This design comes from an exercise in tuning for a short achievable clock period and few clock cycles on the open sky130 flow, not from production work.
For this run, only the layout was checked, not whether the RTL still works.
Power is estimated from default activity; no workload was simulated.

==> design/flow/design.v <==
module jcpu8 (
    input  wire        clk,
    input  wire        rst,         
    input  wire        stall,       
    output wire [15:0] mem_addr,
    output wire        mem_we,
    output wire [7:0]  mem_wdata,
    input  wire [7:0]  mem_rdata,
    input  wire [7:0]  io0,
    output wire        io_event,
    output wire [7:0]  io_value,
    output wire        fault
);
    localparam [3:0] ID_MOV = 4'h1, ID_LW  = 4'h2, ID_SW  = 4'h3, ID_LDA = 4'h4,
                     ID_PUSH = 4'h5, ID_POP = 4'h6, ID_JNZ = 4'h7, ID_ADD = 4'h8,
                     ID_ADC = 4'h9, ID_AND = 4'hA, ID_NOR = 4'hB, ID_CMP = 4'hC;
    localparam [7:0] CARRY = 8'h01, GREATER = 8'h02, EQUAL = 8'h04, LESS = 8'h08;
    reg [7:0]  ra, rb, rc, rd, rl, rh, rf;
    reg [15:0] pc;
    reg [15:0] sp;
    reg [7:0]  ir, arg1, arg2;
    reg [2:0]  phase;
    reg [7:0]  io_prev;
    reg        faulted;
    wire       imm = ir[7];
    wire [2:0] rfield = ir[6:4];
    wire [3:0] id = ir[3:0];
    function automatic is_defined(input [7:0] b);
        begin
            if (b[3:0] == ID_LW || b[3:0] == ID_SW)
                is_defined = 1'b1;
            else if (b[6:4] != 3'd0)
                is_defined = 1'b0;
            else case (b[3:0])
                ID_MOV, ID_ADD, ID_ADC, ID_AND, ID_NOR, ID_CMP,
                ID_PUSH, ID_JNZ: is_defined = 1'b1;
                ID_LDA:          is_defined = b[7];
                ID_POP:          is_defined = ~b[7];
                default:         is_defined = 1'b0;
            endcase
        end
    endfunction
    wire needs2 = !(id == ID_PUSH || id == ID_POP || id == ID_JNZ);
    function automatic [7:0] rdreg(input [7:0] c,
                                   input [7:0] a, input [7:0] b, input [7:0] cc,
                                   input [7:0] d, input [7:0] l, input [7:0] h,
                                   input [7:0] f);
        begin
            case (c)
                8'd0: rdreg = a;
                8'd1: rdreg = b;
                8'd2: rdreg = cc;
                8'd3: rdreg = d;
                8'd4: rdreg = l;
                8'd5: rdreg = h;
                8'd6: rdreg = f;
                default: rdreg = 8'hFF;
            endcase
        end
    endfunction
    function automatic [7:0] cmpbits(input [7:0] x, input [7:0] y);
        begin
            if (x > y)       cmpbits = GREATER;
            else if (x == y) cmpbits = EQUAL;
            else             cmpbits = LESS;
        end
    endfunction
    wire [7:0] x_arg1 = rdreg(arg1, ra, rb, rc, rd, rl, rh, rf);
    wire [7:0] x_arg2 = rdreg(arg2, ra, rb, rc, rd, rl, rh, rf);
    wire [7:0] x_rf   = rdreg({5'd0, rfield}, ra, rb, rc, rd, rl, rh, rf);
    wire [7:0] op1    = imm ? arg1 : x_arg1;
    wire [7:0] op2    = imm ? arg2 : x_arg2;
    wire [15:0] ls_addr = imm ? {arg1, arg2} : {x_arg1, x_arg2};
    wire [15:0] sp_dec  = sp - 16'd1;
    wire [8:0] sum = {1'b0, x_arg1} + {1'b0, op2} + {8'd0, (id == ID_ADC) & rf[0]};
    wire active = !faulted && !stall;
    reg [15:0] addr_c;
    reg        we_c;
    reg [7:0]  wdata_c;
    always @* begin
        addr_c  = pc;
        we_c    = 1'b0;
        wdata_c = 8'h00;
        if (phase == 3'd2 && !needs2) begin
            if (id == ID_PUSH) begin
                addr_c  = sp_dec;
                we_c    = sp_dec[15];
                wdata_c = op1;
            end else if (id == ID_POP) begin
                addr_c  = sp;
            end
        end else if (phase == 3'd3) begin
            if (id == ID_LW) begin
                addr_c = ls_addr;
            end else if (id == ID_SW) begin
                addr_c  = ls_addr;
                we_c    = ls_addr[15];
                wdata_c = x_rf;
            end
        end
    end
    assign mem_addr  = addr_c;
    assign mem_we    = we_c && active;
    assign mem_wdata = wdata_c;
    assign io_event = active && phase == 3'd0 && io0 != io_prev;
    assign io_value = io0;
    assign fault    = faulted;
    task automatic wrreg(input [7:0] c, input [7:0] v);
        begin
            case (c)
                8'd0: ra <= v;
                8'd1: rb <= v;
                8'd2: rc <= v;
                8'd3: rd <= v;
                8'd4: rl <= v;
                8'd5: rh <= v;
                8'd6: rf <= v;
                default: ;
            endcase
        end
    endtask
    always @(posedge clk) begin
        if (rst) begin
            ra <= 8'd0; rb <= 8'd0; rc <= 8'd0; rd <= 8'd0;
            rl <= 8'd0; rh <= 8'd0; rf <= 8'd0;
            pc <= 16'd0; sp <= 16'd0;
            ir <= 8'd0; arg1 <= 8'd0; arg2 <= 8'd0;
            phase <= 3'd0; io_prev <= 8'd0; faulted <= 1'b0;
        end else if (active) begin
            case (phase)
                3'd0: begin
                    if (io0 != io_prev) io_prev <= io0;
                    ir <= mem_rdata;
                    pc <= pc + 16'd1;
                    if (is_defined(mem_rdata)) phase <= 3'd1;
                    else faulted <= 1'b1;
                end
                3'd1: begin
                    arg1  <= mem_rdata;
                    pc    <= pc + 16'd1;
                    phase <= 3'd2;
                end
                3'd2: begin
                    if (needs2) begin
                        arg2  <= mem_rdata;
                        pc    <= pc + 16'd1;
                        phase <= 3'd3;
                    end else begin
                        phase <= 3'd0;
                        case (id)
                            ID_PUSH: begin
                                if (!sp_dec[15]) begin
                                    faulted <= 1'b1;       
                                end else begin
                                    sp <= sp_dec;
                                    if (sp_dec == 16'hFFFE) sp <= {sp_dec[15:8], op1};
                                    if (sp_dec == 16'hFFFF) sp <= {op1, sp_dec[7:0]};
                                end
                            end
                            ID_POP: begin
                                sp <= sp + 16'd1;
                                wrreg(arg1, mem_rdata);
                            end
                            ID_JNZ: begin
                                if (op1 != 8'd0) pc <= {rh, rl};
                            end
                            default: ;
                        endcase
                    end
                end
                3'd3: begin
                    phase <= 3'd0;
                    case (id)
                        ID_MOV: wrreg(arg1, op2);
                        ID_LDA: begin
                            rh <= arg1;
                            rl <= arg2;
                        end
                        ID_LW:  wrreg({5'd0, rfield}, mem_rdata);
                        ID_SW: begin
                            if (!ls_addr[15]) begin
                                faulted <= 1'b1;           
                            end else begin
                                if (ls_addr == 16'hFFFE) sp[7:0]  <= x_rf;
                                if (ls_addr == 16'hFFFF) sp[15:8] <= x_rf;
                            end
                        end
                        ID_ADD, ID_ADC: begin
                            wrreg(arg1, sum[7:0]);
                            if (sum[8]) begin
                                if (arg1 == 8'd6) rf <= sum[7:0] | CARRY;
                                else              rf <= rf | CARRY;
                            end
                            phase <= 3'd4;
                        end
                        ID_AND: wrreg(arg1, x_arg1 & op2);
                        ID_NOR: wrreg(arg1, ~(x_arg1 | op2));
                        ID_CMP: rf <= cmpbits(x_arg1, op2);
                        default: ;
                    endcase
                end
                default: begin
                    rf    <= rf | cmpbits(x_arg1, op2);
                    phase <= 3'd0;
                end
            endcase
        end
    end
endmodule
==> design/flow/run.sh <==
#!/bin/bash
# synth_recipe.tcl (not shown) runs the flow's synth.tcl, then flattens the netlist and writes it again
# the make line also repeats each setting of config.mk as NAME=value (left out here)
make -C /OpenROAD-flow-scripts/flow DESIGN_CONFIG=/design/flow/config.mk WORK_HOME=/design/flow/orfs CLKGATE_MAP_FILE= SYNTH_SCRIPT=/design/flow/synth_recipe.tcl finish
==> design/flow/config.mk <==
export PLATFORM = sky130hd
export DESIGN_NAME = jcpu8
export DESIGN_NICKNAME = jcpu8
export VERILOG_FILES = /design/flow/design.v
export SDC_FILE = /design/flow/constraint.sdc
export NUM_CORES = 4
export LEC_CHECK = 0
export CAP_MARGIN = 20
export CORE_MARGIN = 2
export CORE_UTILIZATION = 25
export GPL_ROUTABILITY_DRIVEN = 1
export PLACE_DENSITY = 0.45
export SLEW_MARGIN = 20
==> design/flow/constraint.sdc <==
create_clock -name core_clock -period 6.0 [get_ports {clk}]
set_input_delay 1.2000 -clock core_clock [delete_from_list [all_inputs] [get_ports {clk}]]
set_output_delay 1.2000 -clock core_clock [all_outputs]
set_load 0.01 [all_outputs]
==> out/metrics.cfg <==
[routing]
drc = 0
vias = 11718
final_antenna_net_count = 0
drt-pass1-iter-count = 6
vias_per_cell = 5.702
drt_iter0_markers = 1266
wirelength_mm = 50.70
wire_per_inst_um = 24.67

[logic_synthesis]
yosysTopAreaCellShare = 0.2284
ys_seq_elements = 124
ys_seq_area_frac = 0.2284
synthFlopType = dfxtp_1
yosys_warnings = 1
synth_area_per_cell_sq_um = 7.453
yosysTopAreaCell = dfxtp_1
synthesis.area_sq_mm = 0.01087
async_flop_share = 0
synthCells = 1458
yosys-top-cells-area = dfxtp_1 (23%), mux2i_1 (8.0%), a21oi_1 (6.0%)
syn_nets = 1508
yosysUniqueCellTypes = 87
synth_edf_count = 0

[timing]
fin_crit_sh = 0.8395
final_hold_viol_count = 0
max_freq_mhz = 198.5
fin_setup_tns_ns = 0
worstMarginPinSlew_ns = 1.100
fin_skew_ns = 0.01496
slew_violations = 0
grt_setup_unrepaired = false
slew_headroom = 0.2475
period_needed_ns = 5.037
setup_violations = 0

[power_and_ir_drop]
leakage_nw = 4.323
clkPwrFrac = 0.386
comb_power_share = 0.316
powerDensity_mw_per_mm2 = 243.5
switching_share = 0.3777
internal-power_mw = 1.912
vdd_drop_max_uv = 212.2
switching_power_mw = 1.160
seq_power_share = 0.299
power_mw = 3.072

[min_path]
whs_path_depth = 2
hp-class = reg2reg

[setup_path]
cp-end-kind = primary output
cp-endpoint = mem_addr[15]
criticalPathCategory = reg2out
arrival_ns = 3.84
crit_required_ns = 4.80
r2r-end = rd[7]
startpoint = arg1[1]
rrSetupSlack_ns = 1.14
reg2reg_depth = 14
path_max_fanout = 25
r2r_start = arg1[0]
worstSetupStartpointType = flop

[floorplanning]
placementRows = 76
num_io_pins = 54
initial_core_util = 0.2528
dieWidth_um = 212.5
die_y_um = 212.5
core_sq_mm = 0.04298
die_area_sq_mm = 0.04515

[placed_design]
dp_cells = 2019
portBuffers = 53
dpl-instance-area_sq_mm = 0.01195
dp.final_hpwl_mm = 37.34
gp_congestion = 0.9276

[clocking]
worstSkewPairLatency_ns = 0.46
post_cts_buffers = 0
post_cts_resized = 0
cts_tree = done
path_clk_slew_ns = 0.07
cts_root_buffer = clkbuf_16
cts_hold_buf = 0
cts_made_buffers = 17
cts_max_level = 4
cts.sinks = 124
cts_buffer_depth = 2

[grt]
groute.usage.overall = 0.2257
grt_overflow = 0
grt_pass1_vias = 11015
antenna_found_initial = 0
grt_start_max_net_pins = 63
grt_pass1_wl_mm = 74.80

[run_status]
outcome = finished clean

[run]
drv_cap = 0

[final_layout]
drive_gt1_frac = 0.1001
utilization = 0.2935
fin_area_sq_mm = 0.01261
area_growth_pct = 16.09
fin_cells = 2055
fin_nets = 1505

## layout by cell type, fill, tap and decap left out, drive strengths merged, types with 11 or more instances in the layout
cell type      count
nand2            156
nor2             146
a21oi            130
dfxtp            124
mux2i             87
o21ai             74
nand3             54
clkdlybuf4s50     52
inv               52
buf               49
nor3              36
nand2b            31
ha                29
a211oi            25
o211ai            23
xor2              21
nor2b             21
clkbuf            20
mux2              18
a31oi             17
and3              16
o22ai             16
nor4              16
a221o             15
a221oi            14
xnor2             13
o31ai             13
a22oi             12
or3               12
nand3b            11
mux4              11
## state kept, by name, summed over array words and instances (netlist names)
signal and cells:
arg1 8, rh 8, sp 16, rf 8, rc 8, pc 16
ra 8, faulted 1, ir 8, phase 3, rl 8, arg2 8
rb 8, io_prev 8, rd 8
## synth_stat cells (10+ instances only)
library cell,number
clkbuf_1,86
buf_4,10
o22ai_1,16
nor3_1,35
o211ai_1,23
inv_1,45
nor2_1,145
dfxtp_1,124
a22oi_1,11
or3_1,11
ha_1,29
nand3_1,54
nand2b_1,31
o21ai_0,60
a31oi_1,17
xnor2_1,13
buf_2,14
xor2_1,21
a21oi_1,130
mux2i_1,87
nand2_1,155
a221o_1,15
a211oi_1,24
nor4_1,15
a221oi_1,10
mux2_2,18
o31ai_1,12
nor2b_1,21
and3_1,16
o21ai_1,12
nand3b_1,11
mux4_2,11
## worst min path at each step
stage / endpoint / slack, ns / start
3_3_place_gp: ir[6] / 0.45 / ir[6]
3_5_place_dp: ir[6] / 0.46 / ir[6]
2_1_floorplan: io_prev[3] / 0.45 / io_prev[3]
4_1_cts: ir[6] / 0.47 / ir[6]
5_1_grt: ir[6] / 0.49 / ir[6]
6_report: ir[6] / 0.46 / ir[6]
## kinds of logic after synthesis
family / Yosys count / synth area share
compound gates: 437 / 0.2732
xor+xnor: 34 / 0.02740
fa+ha+maj: 31 / 0.03708
buf+inv: 171 / 0.06759
flops: 124 / 0.2284
mux: 116 / 0.1216
simple gates: 545 / 0.2447
## worst max-delay path, cell delays in order (launching register included)
cell	delay [ns]
dfxtp_1	0.90
buf_4	0.33
mux4_2	0.56
a211o_1	0.34
o31ai_2	0.21
buf_4	0.21
nor2_1	0.06
a211oi_1	0.19
a21oi_1	0.06
clkdlybuf4s50_1	0.50
## area by class of cell
type	instances	area (sq um)
timing repair buffer	102	893.4
sequential	124	2482
clock inverter	13	198.9
fill	4687	30370
multi-input combinational	1163	7674
antenna	2	5.005
tap	585	732.0
clock buffer	19	452.9
inverter	47	176.4
## per-layer routing
layer	vias to the layer above	track usage	wire, um
met5	-	0	0
met4	0	0.09115	1899
met3	87	0.04520	3675
met2	504	0.3462	22310
met1	5749	0.3085	22820
li1	5378	-	-
## power by group through the flow
stage / Clock [mW] / Sequential [mW] / Combinational, mW
6_report: 1.19 / 0.917 / 0.970
3_3_place_gp: 0 / 0.932 / 0.944
3_5_place_dp: 0 / 0.932 / 0.942
5_1_grt: 1.25 / 0.919 / 1.04
4_1_cts: 1.20 / 0.914 / 0.947
2_1_floorplan: 0 / 0.893 / 0.613
## per-stage QoR
stage / setup slack [ns] / hold slack (ns)
after CTS: 0.9087 / 0.4677
after global routing: 0.7113 / 0.4888
after detailed placement: 1.242 / 0.4584
after floorplan: 1.909 / 0.4481
after global placement: 1.239 / 0.4517
final: 0.9628 / 0.4643

re-timing with driven ports:
The flow's constraints put no driver on any port. The routed layout listed below was extracted and timed again, unchanged, in two steps.
Step 1 assumes that a clkbuf_16 drives the clock port and a buf_2 every other input.
Step 2 adds t to the input delays and takes it off the output delays; t is the mean of the earliest and latest rising clock arrival at the registers after step 1. Input paths then give back, and output paths get back, about the clock's delay inside the block.
Three values: no drivers, after step 1, after step 2; two values: the first two.
shift t [ns]: 0.506
setup WS [ns]: 0.963 / 0.906 / 1.140
clock arrival spread, ns: 0.015 / 0.015
worst register clock-pin slew, ns: 0.07 / 0.07
cell pins on the clock port's net: 1
After both steps setup and hold are still met in this run. For this run, drivers alone change the setup slack by -0.057 ns; drivers and shift together by +0.177 ns.
